Background: an optimization exercise with open tools, aiming at small area, a short achievable clock period and few clock cycles per item. Do not read the settings as production practice. Function was checked by simulation only, so behaviour that the tests miss may differ from the original. No activity file was given, so power comes from the tool's default toggle rates.

// harp_rxf
module harp_rxf (
    input  wire       clk,
    input  wire       rst,         
    input  wire       in_valid,
    input  wire [7:0] in_data,
    output wire       in_ready,
    input  wire       flush,       
    output wire       out_valid,
    input  wire       out_ready,
    output wire [7:0] out_data,
    output wire       out_last,
    output wire [2:0] out_kind      
);
Size: about 6700 cells after synthesis, ~27 I/O pins, ~0.099 mm2 of cells after synthesis.
clock: 12.0 ns
lec_check: 0
cap_margin: 30
core_margin: 2
core_utilization: 70
cts_buf_list: sky130_fd_sc_hd__clkbuf_16
cts_cluster_diameter: 60
cts_cluster_size: 24
setup_slack_margin: 5
slew_margin: 40
run.sh (not shown) runs the stock make flow with config.mk's settings and CLKGATE_MAP_FILE= SYNTH_SCRIPT=/design/flow/synth_recipe.tcl, a recipe that flattens the netlist after the stock synthesis.
The baseline passed the timing, DRC and antenna checks.
Testbench counts at the start, summed over its fixed seeds: cycles 59,769, bytes 56,077.
Change:
Settings changed: CORE_UTILIZATION 70 to 60.
Effect:
- cell area goes up by 0.75%
- power goes up by 1.6%
- final cell count goes up by 3.6%
- routed wire length goes up by 3.3%
- setup slack gets better by 0.088 ns
- via count goes down by 2.2%
- global-route usage goes down by 4.3 points
- worst hold slack gets worse by 0.0069 ns
Change:
Settings changed: CORE_UTILIZATION 60 to 50, CTS_CLUSTER_DIAMETER 60 to 70, CTS_CLUSTER_SIZE 24 to 28.
Outcome: Core utilization drops by 11 points. Non-clock buffer count climbs by 4. Final area is about the same. Count of clock-buffer cells in the layout drops by 24. Via count drops by 0.71%. Worst hold slack improved by 0.0060 ns. Global-route usage drops by 5.6 points.
Change:
Settings changed: CTS_CLUSTER_DIAMETER 70 to 60, CTS_CLUSTER_SIZE 28 to 24.
Die area is unchanged.
Via count is about the same.
Sequential share of layout area fell by 0.49 points.
Register-to-register slack degrades by 0.07 ns.
Combinational power is about the same.
Worst setup slack degrades by 0.068 ns.
Design area rose by 0.73%.
Power rose by 2.2%.
Routed wire length barely changes.
Sequential power is about the same.
Worst hold slack is about the same.


Another version of the RTL of harp_rxf (not shown whole).
For scale: roughly 6700 cells after synthesis, ~27 I/O pins, roughly 100000 sq um of cells after synthesis.
==> flow/design.v (excerpt) <==
module harp_rxf (
    input  wire       clk,
    input  wire       rst,         
    input  wire       in_valid,
    input  wire [7:0] in_data,
    output wire       in_ready,
    input  wire       flush,       
    output wire       out_valid,
    input  wire       out_ready,
    output wire [7:0] out_data,
    output wire       out_last,
    output wire [2:0] out_kind      
);
    localparam [2:0] K_BADLEN   = 3'd1,
                     K_CHECKSUM = 3'd2,
                     K_BADTYPE  = 3'd3,
                     K_BADPTYPE = 3'd4,
                     K_LENMIS   = 3'd5;
    localparam       S_L   = 0,       
                     S_C   = 1,       
                     S_CK  = 2,       
                     S_P   = 3,       
                     S_DEC = 4;       
    localparam [4:0] O_L   = 5'b00001,
                     O_C   = 5'b00010,
                     O_CK  = 5'b00100,
                     O_P   = 5'b01000,
                     O_DEC = 5'b10000;
    reg  [7:0] mem_e [0:127];         
    reg  [7:0] mem_o [0:127];         
    reg  [8:0] tk;                    
    reg        iv;                    
    reg  [7:0] ib;
    reg  [7:0] rs;                    
    reg        wv;                    
    reg  [8:0] wp;                    
    reg        in_rdy;
    reg        fl_pend;               
    reg        fl_apply;              
    always @(posedge clk) begin
  ...
Settings: LEC_CHECK=0, CAP_MARGIN=30, CORE_MARGIN=2, CORE_UTILIZATION=50, CTS_BUF_LIST=sky130_fd_sc_hd__clkbuf_16, CTS_CLUSTER_DIAMETER=60, CTS_CLUSTER_SIZE=24, SETUP_SLACK_MARGIN=5, SLEW_MARGIN=40; clock period 12.0 ns.
The starting point completed with no timing, DRC or antenna violations.
Testbench counts at the start, summed over its fixed seeds: cycles 59,769, bytes 56,077.
Next try:
CTS_CLUSTER_DIAMETER = 70   (was 60)
CTS_CLUSTER_SIZE = 28   (was 24)
Effect: Register-to-register slack gets worse by 0.02 ns. Final area fell by 0.85%. Worst setup slack barely changes. Wire length is about the same. Final cell count fell by 0.69%. Core utilization fell by 0.47 points. Clock power fell by about 10%. Critical path depth does not change. Power fell by 2.9%. Area after synthesis does not change.

-- what the ideal ports hide --
In the flow no input, the clock included, has a driving cell. The finished layouts below were timed again as built, in two steps. Step 1: set_driving_cell puts a clkbuf_16 on clk and a buf_2 on each other input, an assumption about the parent block. Step 2, shift: input delay + t, output delay - t, t = (earliest + latest rising clock arrival at the registers) / 2. This alone moves slack from input paths to output paths. a / b / c = ideal / step 1 / step 2; a / b = the first two.
run	t (ns)	setup WS [ns]	worst setup path after step 2
the first run of note 1	0.879	7.228 / 7.228 / 7.194	input to register
the second run of note 1	0.906	7.316 / 7.316 / 7.221	input to register
the third run of note 1	0.903	7.467 / 7.467 / 7.070	input to register
the fourth run of note 1	0.927	7.399 / 7.399 / 7.045	input to register
the first run of note 2	0.915	7.556 / 7.470 / 7.342	input to register
the second run of note 2	0.912	7.556 / 7.469 / 7.360	input to register
After both steps every run listed still meets setup and hold. For the third run of note 1, which loses most, drivers alone change the setup slack by 0.000 ns; drivers and shift together by -0.397 ns.
